This design comes from an exercise in tuning for small area, a short achievable clock period and few clock cycles per item on the open sky130 flow, not from production work.
Only simulation tests tie the RTL to the original design; equivalence was not proved.
No activity file was given, so power comes from the tool's default toggle rates.

==> job 165 <==
// pga16
module pga16 (
    input  wire        clk,
    input  wire        rst,           
    input  wire        host_we,
    input  wire [3:0]  host_addr,
    input  wire [31:0] host_wdata,
    output reg  [31:0] host_rdata,
    output wire        mem_valid,
    output wire        mem_we,
    output wire [31:0] mem_addr,
    output wire [7:0]  mem_wdata,
    input  wire        mem_ready,
    input  wire [7:0]  mem_rdata,
    input  wire        mem_err
);
    localparam RN_BUF_BASE = 4'd0;
    localparam RN_BUF_LEN  = 4'd1;
    localparam RN_GAIN     = 4'd2;
    localparam RN_CTRL     = 4'd3;
    localparam RN_CMD      = 4'd4;
    localparam RN_STATUS   = 4'd5;
    localparam RN_PROGRESS = 4'd6;
    localparam ERR_ILLEGAL_CMD = 3'd1;
    localparam ERR_NULL_BUFFER = 3'd2;
    localparam ERR_GAIN_INF    = 3'd3;
    localparam ERR_ADDR_RANGE  = 3'd4;
    localparam ERR_MEM_FAULT   = 3'd5;
    reg [31:0] buf_base;
    reg [31:0] buf_len;
    reg [31:0] gain;
    reg        buf_valid;
    reg        st_busy, st_done, st_err, st_odd;
    reg [2:0]  st_errcode;
    reg [30:0] idx;
    reg [31:0] ad;                    
    reg [30:0] w_nwin;
    reg        w_sg;                  
    reg [23:0] w_m;                   
    reg [5:0]  w_sh;                  
    reg        act;                   
    reg [1:0]  ph;                    
    reg [39:0] pr;                    
    always @* begin
        case (host_addr)
            RN_BUF_BASE: host_rdata = buf_base;
            RN_BUF_LEN:  host_rdata = buf_len;
            RN_GAIN:     host_rdata = gain;
            RN_CTRL:     host_rdata = {31'd0, buf_valid};
            RN_STATUS:   host_rdata = {24'd0, 1'b0, st_errcode, st_odd, st_err, st_done, st_busy};
            RN_PROGRESS: host_rdata = {1'b0, idx};
            default:     host_rdata = 32'd0;
        endcase
    end
    wire        cmd_wr    = host_we && (host_addr == RN_CMD) && !st_busy;
    wire        stat_wr   = host_we && (host_addr == RN_STATUS);
    wire        range_bad = over_2_32(buf_base, buf_len);
    reg  [2:0]  cmd_code;             
    always @* begin
        if (host_wdata != 32'h0000_0001)
            cmd_code = ERR_ILLEGAL_CMD;
  ...
==> flow/config.mk <==
export PLATFORM = sky130hd
export DESIGN_NAME = pga16
export DESIGN_NICKNAME = pga16
export VERILOG_FILES = /design/flow/design.v
export SDC_FILE = /design/flow/constraint.sdc
export NUM_CORES = 4
export LEC_CHECK = 0
export ABC_AREA = 1
export CAP_MARGIN = 20
export CORE_MARGIN = 2
export CORE_UTILIZATION = 40
export CTS_BUF_LIST = sky130_fd_sc_hd__clkbuf_8
export CTS_CLUSTER_DIAMETER = 60
export CTS_CLUSTER_SIZE = 12
export SLEW_MARGIN = 20
==> flow/constraint.sdc <==
create_clock -name core_clock -period 33.0 [get_ports {clk}]
set_input_delay 6.6000 -clock core_clock [delete_from_list [all_inputs] [get_ports {clk}]]
set_output_delay 6.6000 -clock core_clock [all_outputs]
set_load 0.01 [all_outputs]
standard.sh (not shown) runs the stock make flow with config.mk's settings and CLKGATE_MAP_FILE= SYNTH_SCRIPT=/design/flow/synth_recipe.tcl, a recipe that flattens the netlist after the stock synthesis.
==> flow/flow/run.sh <==
#!/bin/bash
# The standard layout (standard.sh), with these changes to how it is made:
#  - synthesis runs from a copy of ORFS's scripts folder in which
#    * Yosys's synth skips its quick ABC pass before the adder extraction
#      (synth -run fine: -noabc), so the full adders written in the RTL reach
#      extract_fa as written, and
#  - the port buffers are buf_1 cells instead of the default delay-buffer cell;
#  - repair_timing works with a setup margin, so that it shortens the longest
#    paths although the 33 ns clock leaves them slack.
# The make output goes to make_finish.log in this folder; ORFS keeps each
# step's log under orfs/logs.
set -euo pipefail
work=$PWD
rm -rf "$work/scripts"
cp -r "$FLOW_HOME/scripts" "$work/scripts"
cp "$work/flow/abc_area.script" "$work/scripts/abc_area.script"
sed -i 's/-run fine: {\*}\$synth_full_args/-run fine: -noabc {*}$synth_full_args/' "$work/scripts/synth.tcl"
grep -q -- '-run fine: -noabc' "$work/scripts/synth.tcl"
bash standard.sh SCRIPTS_DIR="$work/scripts" \
    BUFFER_PORTS_ARGS="-buffer_cell sky130_fd_sc_hd__buf_1" \
    SETUP_SLACK_MARGIN=18.65 finish > make_finish.log 2>&1
==> flow/flow/abc_area.script <==
strash
dch
map -a
strash
dch
map -a
strash
dch
map -a
topo
stime -c
dnsize -c
==> job 5560 (differences from job 165) <==
--- a/flow/flow/run.sh
+++ b/flow/flow/run.sh
@@ -20,2 +20,2 @@
     BUFFER_PORTS_ARGS="-buffer_cell sky130_fd_sc_hd__buf_1" \
-    SETUP_SLACK_MARGIN=18.65 finish > make_finish.log 2>&1
+    SETUP_SLACK_MARGIN=18.2 finish > make_finish.log 2>&1
==> results.txt <==
Of job 5560 and job 165, job 165 has the higher worst hold slack (gap 0.0018 ns).
Cell count: job 5560 is lower than job 165 (0.66%).
In job 165 the critical path depth is lower than in job 5560, by 1.
Between job 165 and job 5560, the lower core utilization is in job 5560 (gap 1.7 points).
Against job 165, the global-route usage of job 5560 is lower by 1.3 points.
In die area, job 5560 and job 165 do not differ.
Fmax: job 165 is larger than job 5560 (1.3%).
Against job 5560, the first-iteration DRC count of job 165 is larger by 21%.
Against job 165, the via count of job 5560 is lower by about 1.5%.
Testbench counts of job 165, summed over its fixed seeds: cycles 36,384, windows 8,872.
Testbench counts of job 5560, summed over its fixed seeds: cycles 36,384, windows 8,872.


==> inputs of v6 <==
pga16 again, from the RTL that the note above started with.
==> flow/config.mk <==
export PLATFORM = sky130hd
export DESIGN_NAME = pga16
export DESIGN_NICKNAME = pga16
export VERILOG_FILES = /design/flow/design.v
export SDC_FILE = /design/flow/constraint.sdc
export NUM_CORES = 4
export LEC_CHECK = 0
export ABC_AREA = 1
export CAP_MARGIN = 20
export CORE_MARGIN = 2
export CORE_UTILIZATION = 40
export CTS_BUF_LIST = sky130_fd_sc_hd__clkbuf_8
export CTS_CLUSTER_DIAMETER = 60
export CTS_CLUSTER_SIZE = 12
export SLEW_MARGIN = 20
==> flow/constraint.sdc <==
create_clock -name core_clock -period 33.0 [get_ports {clk}]
set_input_delay 6.6000 -clock core_clock [delete_from_list [all_inputs] [get_ports {clk}]]
set_output_delay 6.6000 -clock core_clock [all_outputs]
set_load 0.01 [all_outputs]
==> flow/flow/run.sh <==
#!/bin/bash
# The standard layout (standard.sh), with these changes to how it is made:
#  - synthesis runs from a copy of ORFS's scripts folder in which
#    * Yosys's synth skips its quick ABC pass before the adder extraction
#      (synth -run fine: -noabc), so the full adders written in the RTL reach
#      extract_fa as written, and
#  - the port buffers are buf_1 cells instead of the default delay-buffer cell;
#  - repair_timing works with a setup margin, so that it shortens the longest
#    paths although the 33 ns clock leaves them slack.
# The make output goes to make_finish.log in this folder; ORFS keeps each
# step's log under orfs/logs.
set -euo pipefail
work=$PWD
rm -rf "$work/scripts"
cp -r "$FLOW_HOME/scripts" "$work/scripts"
cp "$work/flow/abc_area.script" "$work/scripts/abc_area.script"
sed -i 's/-run fine: {\*}\$synth_full_args/-run fine: -noabc {*}$synth_full_args/' "$work/scripts/synth.tcl"
grep -q -- '-run fine: -noabc' "$work/scripts/synth.tcl"
bash standard.sh SCRIPTS_DIR="$work/scripts" \
    BUFFER_PORTS_ARGS="-buffer_cell sky130_fd_sc_hd__buf_1" \
    SETUP_SLACK_MARGIN=18.8 finish > make_finish.log 2>&1
Scripts as last shown in full above: flow/flow/abc_area.script
==> v28: changes against v6 <==
--- a/flow/flow/run.sh
+++ b/flow/flow/run.sh
@@ -18,4 +18,4 @@
 grep -q -- '-run fine: -noabc' "$work/scripts/synth.tcl"
 bash standard.sh SCRIPTS_DIR="$work/scripts" \
     BUFFER_PORTS_ARGS="-buffer_cell sky130_fd_sc_hd__buf_1" \
-    SETUP_SLACK_MARGIN=18.8 finish > make_finish.log 2>&1
+    SETUP_SLACK_MARGIN=18.5 finish > make_finish.log 2>&1
==> v29: changes against v6 <==
--- a/flow/flow/run.sh
+++ b/flow/flow/run.sh
@@ -18,4 +18,4 @@
 grep -q -- '-run fine: -noabc' "$work/scripts/synth.tcl"
 bash standard.sh SCRIPTS_DIR="$work/scripts" \
     BUFFER_PORTS_ARGS="-buffer_cell sky130_fd_sc_hd__buf_1" \
-    SETUP_SLACK_MARGIN=18.8 finish > make_finish.log 2>&1
+    SETUP_SLACK_MARGIN=18.5 finish > make_finish.log 2>&1
CORE_UTILIZATION = 55   (was 40)
==> impl_results.rst <==
.. list-table::
   :header-rows: 1

   * - Metric
     - Value
   * - Outcome
     - no timing/DRC/antenna violations
   * - Gates resized, CTS repair
     - 47
   * - Switching power share of the total
     - roughly two fifths
   * - Detailed-route wire length per cell
     - about 22 microns
   * - F_max
     - slightly below 0.07 GHz
   * - Register-to-register path setup slack
     - approximately 24 ns
   * - Synthesis-to-layout area growth
     - 12.3%
   * - Clock Skew
     - roughly 0.045 ns
# the run above: v29

==> impl_results.rst <==
.. list-table::
   :header-rows: 1

   * - Metric
     - Value
   * - Outcome
     - no timing/DRC/antenna violations
   * - F_max
     - between 0.06 and 0.07 GHz
   * - Sequence of cells on the critical path
     - buf_8, nor2_4, clkinv_4, nor2_4, buf_6, clkinv_8, o211ai_1, buf_2
   * - Switching power share of the total
     - 37.6%
   * - Synthesis-to-layout area growth
     - 16.2%
   * - Gates resized, CTS repair
     - between 100 and 150
   * - Clock Skew
     - ~0.026 ns
   * - Detailed-route wire length per cell
     - 21.5 microns
   * - Register-to-register path setup slack
     - around 25 ns
# the run above: v6

==> impl_results.rst <==
.. list-table::
   :header-rows: 1

   * - Metric
     - Value
   * - Outcome
     - no timing/DRC/antenna violations
   * - Switching power share of the total
     - between 30% and 40%
   * - Clock Skew
     - between 0.08 and 0.09 ns
   * - Last weighted congestion value of the routability-driven placer
     - roughly 0.93
   * - Gates resized, CTS repair
     - 38
   * - NonClk Buf Share
     - ~4%
   * - Cell total after placement
     - 2,919
   * - Detailed-route wire length per cell
     - around 21 microns
   * - F_max
     - a little under 0.07 GHz
   * - Adder-cell share of the synthesized area
     - a little over a fifth
   * - Worst Hold Depth
     - 0
   * - Register-to-register path setup slack
     - around 24 ns
   * - Synthesis-to-layout area growth
     - 12.5%
# the run above: v28

Testbench counts of v6, summed over its fixed seeds: cycles 36,384, windows 8,872.
Testbench counts of v28, summed over its fixed seeds: cycles 36,384, windows 8,872.
Testbench counts of v29, summed over its fixed seeds: cycles 36,384, windows 8,872.


==> build 75 <==
pga16, a different RTL version from the one above (not shown whole).
// pga16
module pga16 (
    input  wire        clk,
    input  wire        rst,           
    input  wire        host_we,
    input  wire [3:0]  host_addr,
    input  wire [31:0] host_wdata,
    output reg  [31:0] host_rdata,
    output wire        mem_valid,
    output wire        mem_we,
    output wire [31:0] mem_addr,
    output wire [7:0]  mem_wdata,
    input  wire        mem_ready,
    input  wire [7:0]  mem_rdata,
    input  wire        mem_err
);
make LEC_CHECK=0 ABC_AREA=1 CAP_MARGIN=20 CORE_MARGIN=2 CORE_UTILIZATION=40 SLEW_MARGIN=20 finish   # period 33.0 ns
run.sh (not shown) runs the stock make flow with config.mk's settings and CLKGATE_MAP_FILE= SYNTH_SCRIPT=/design/flow/synth_recipe.tcl, a recipe that flattens the netlist after the stock synthesis.
Stock flow here: none of the scripts above is used.
==> build 39 (differences from build 75) <==
--- a/flow/design.v
+++ b/flow/design.v
@@ -638,24 +638,20 @@
     wire        lsb    = |(atg & p[15:1]);
     wire        sticky = |(mk[14:1] & p[13:0]);
     wire        rup    = guard & (sticky | lsb);
     wire [39:0] qv = {p[39:15], p[14:0] | mk[14:0]};
     wire [39:0] c;                                   
-    wire [4:0]  blk;                                 
     wire [5:0]  cb;
     assign cb[0] = rup;
     generate
         for (i = 0; i < 5; i = i + 1) begin : g_blk
-            assign blk[i]  = &qv[8*i+7:8*i];
-            assign cb[i+1] = cb[i] & blk[i];
-            wire [7:0] pw;
-            assign pw[0] = 1'b1;
+            assign cb[i+1] = cb[i] & (&qv[8*i+7:8*i]);
+            assign c[8*i] = cb[i];
             genvar j;
             for (j = 1; j < 8; j = j + 1) begin : g_pw
-                assign pw[j] = pw[j-1] & qv[8*i+j-1];
+                assign c[8*i+j] = c[8*i+j-1] & qv[8*i+j-1];
             end
-            assign c[8*i+7:8*i] = pw & {8{cb[i]}};
         end
     endgenerate
     wire [39:0] t  = qv ^ c;
     wire [39:0] tm = {t[39:15], t[14:0] & ~mk[14:0]};
     wire [70:0] e  = {{15{p[39]}}, tm, 16'd0};
@@ -759,14 +755,27 @@
                 inc31[k] = a[k] ^ t;
                 t = t & a[k];
             end
         end
     endfunction
+    function [30:0] inc31f(input [30:0] a);
+        integer k;
+        reg t, bc;
+        begin
+            bc = 1'b1;
+            for (k = 0; k < 31; k = k + 1) begin
+                if (k % 8 == 0) t = bc;
+                inc31f[k] = a[k] ^ t;
+                t = t & a[k];
+                if (k % 8 == 7) bc = bc & (&a[k -: 8]);
+            end
+        end
+    endfunction
     wire acc_ok = act && mem_ready;
     assign mem_valid = act;
     assign mem_we    = ph[1];
-    wire [30:0] ad_inc = inc31(ad[31:1]);
+    wire [30:0] ad_inc = inc31f(ad[31:1]);
     assign mem_addr  = {(ph[0] & ad[0]) ? ad_inc : ad[31:1], ad[0] ^ ph[0]};
     wire [31:0] mac;
     pga16_mac u_mac (
         .b   (mem_rdata ^ {8{w_sg}}),
         .hi  (ph[0]),
==> flow/flow/run.sh (new file) <==
#!/bin/bash
# The standard layout (standard.sh), with these changes to how it is made:
#  - the port buffers are buf_2 cells instead of the default delay-buffer cell;
#  - repair_timing works with a setup margin, so that it shortens the longest
#    paths although the 33 ns clock leaves them slack.
# The make output goes to make_finish.log in this folder; ORFS keeps each
# step's log under orfs/logs.
set -euo pipefail
work=$PWD
rm -rf "$work/scripts"
cp -r "$FLOW_HOME/scripts" "$work/scripts"
cp "$work/flow/abc_area.script" "$work/scripts/abc_area.script"
bash standard.sh SCRIPTS_DIR="$work/scripts" \
    BUFFER_PORTS_ARGS="-buffer_cell sky130_fd_sc_hd__buf_2" \
    SETUP_SLACK_MARGIN=18.5 finish > make_finish.log 2>&1
==> flow/flow/abc_area.script (new file) <==
strash
dch
map -a
strash
dch
map -a
strash
dch
map -a
topo
stime -c
buffer -c
upsize -c
dnsize -c
==> flow/standard.sh (new file) <==
#!/bin/bash
# synth_recipe.tcl (not shown) runs the flow's synth.tcl, then flattens the netlist and writes it again
# the make line also repeats each setting of config.mk as NAME=value (left out here)
make -C /OpenROAD-flow-scripts/flow DESIGN_CONFIG=/design/flow/config.mk WORK_HOME=/design/flow/orfs CLKGATE_MAP_FILE= SYNTH_SCRIPT=/design/flow/synth_recipe.tcl "${@:-finish}"
--- a/flow/config.mk
+++ b/flow/config.mk
@@ -7,6 +7,9 @@
 export LEC_CHECK = 0
 export ABC_AREA = 1
 export CAP_MARGIN = 20
 export CORE_MARGIN = 2
 export CORE_UTILIZATION = 40
+export CTS_BUF_LIST = sky130_fd_sc_hd__clkbuf_16
+export CTS_CLUSTER_DIAMETER = 120
+export CTS_CLUSTER_SIZE = 30
 export SLEW_MARGIN = 20
removed: flow/run.sh
==> results_dict.tcl <==
set metrics [dict create \
    n_antenna_cell 1 \
    layout_worst_path_cycle_share 0.440 \
    max-vdd-ir-drop_uv 32.8 \
    post_cts_buffers 5 \
    cp_num_buf_inv 6 \
    syn_area_um2 20500 \
    fmax_ghz 0.0688 \
    first_global_vias 17100 \
    slowest_stage "a22oi_1" \
    clkbuf_count 15 \
    outcome "finished clean" \
]
-- figures above: build 39

==> results_dict.tcl <==
set metrics [dict create \
    outcome "finished clean" \
    fmax_ghz 0.0604 \
    n_antenna_cell 2 \
    max-vdd-ir-drop_uv 43.4 \
    rows 84 \
    cp_num_buf_inv 3 \
    grt.met3_usage 0.0348 \
    hp-start "gain[0]" \
    layout_worst_path_cycle_share 0.501 \
    first_global_vias 18300 \
    slowest_stage "clkinv_1" \
    syn_area_um2 21400 \
]
-- figures above: build 75

Testbench counts of build 75, summed over its fixed seeds: cycles 36,384, windows 8,872.
Testbench counts of build 39, summed over its fixed seeds: cycles 36,384, windows 8,872.

-- port drivers added, routing unchanged --
Ports are ideal in the flow. The routed layouts listed here were re-timed in OpenROAD. Step 1 assumes that a clkbuf_16 drives the clock port and a buf_2 every other input. Step 2 also shifts input and output timing later by t, the mid clock arrival at the registers, as if the neighbouring blocks saw the same clock. Slacks: ideal ports / drivers / drivers and shift; pairs: ideal ports / drivers.
run	t, ns	setup slack, ns	worst setup path after step 2
job 165	0.653	18.463 / 18.423 / 18.423	input to output
job 5560	0.674	18.270 / 18.186 / 18.186	input to output
v6	0.683	18.506 / 18.465 / 18.465	input to output
v28	0.706	18.521 / 18.492 / 18.434	input to register
v29	0.651	18.520 / 18.472 / 18.409	input to register
build 75	0.651	16.454 / 16.424 / 16.424	input to output
build 39	0.591	18.474 / 18.424 / 18.424	input to output
After both steps every run listed still meets setup and hold. The setup slack of v29, which loses most, moves by -0.048 ns with the drivers and by -0.111 ns with both steps.
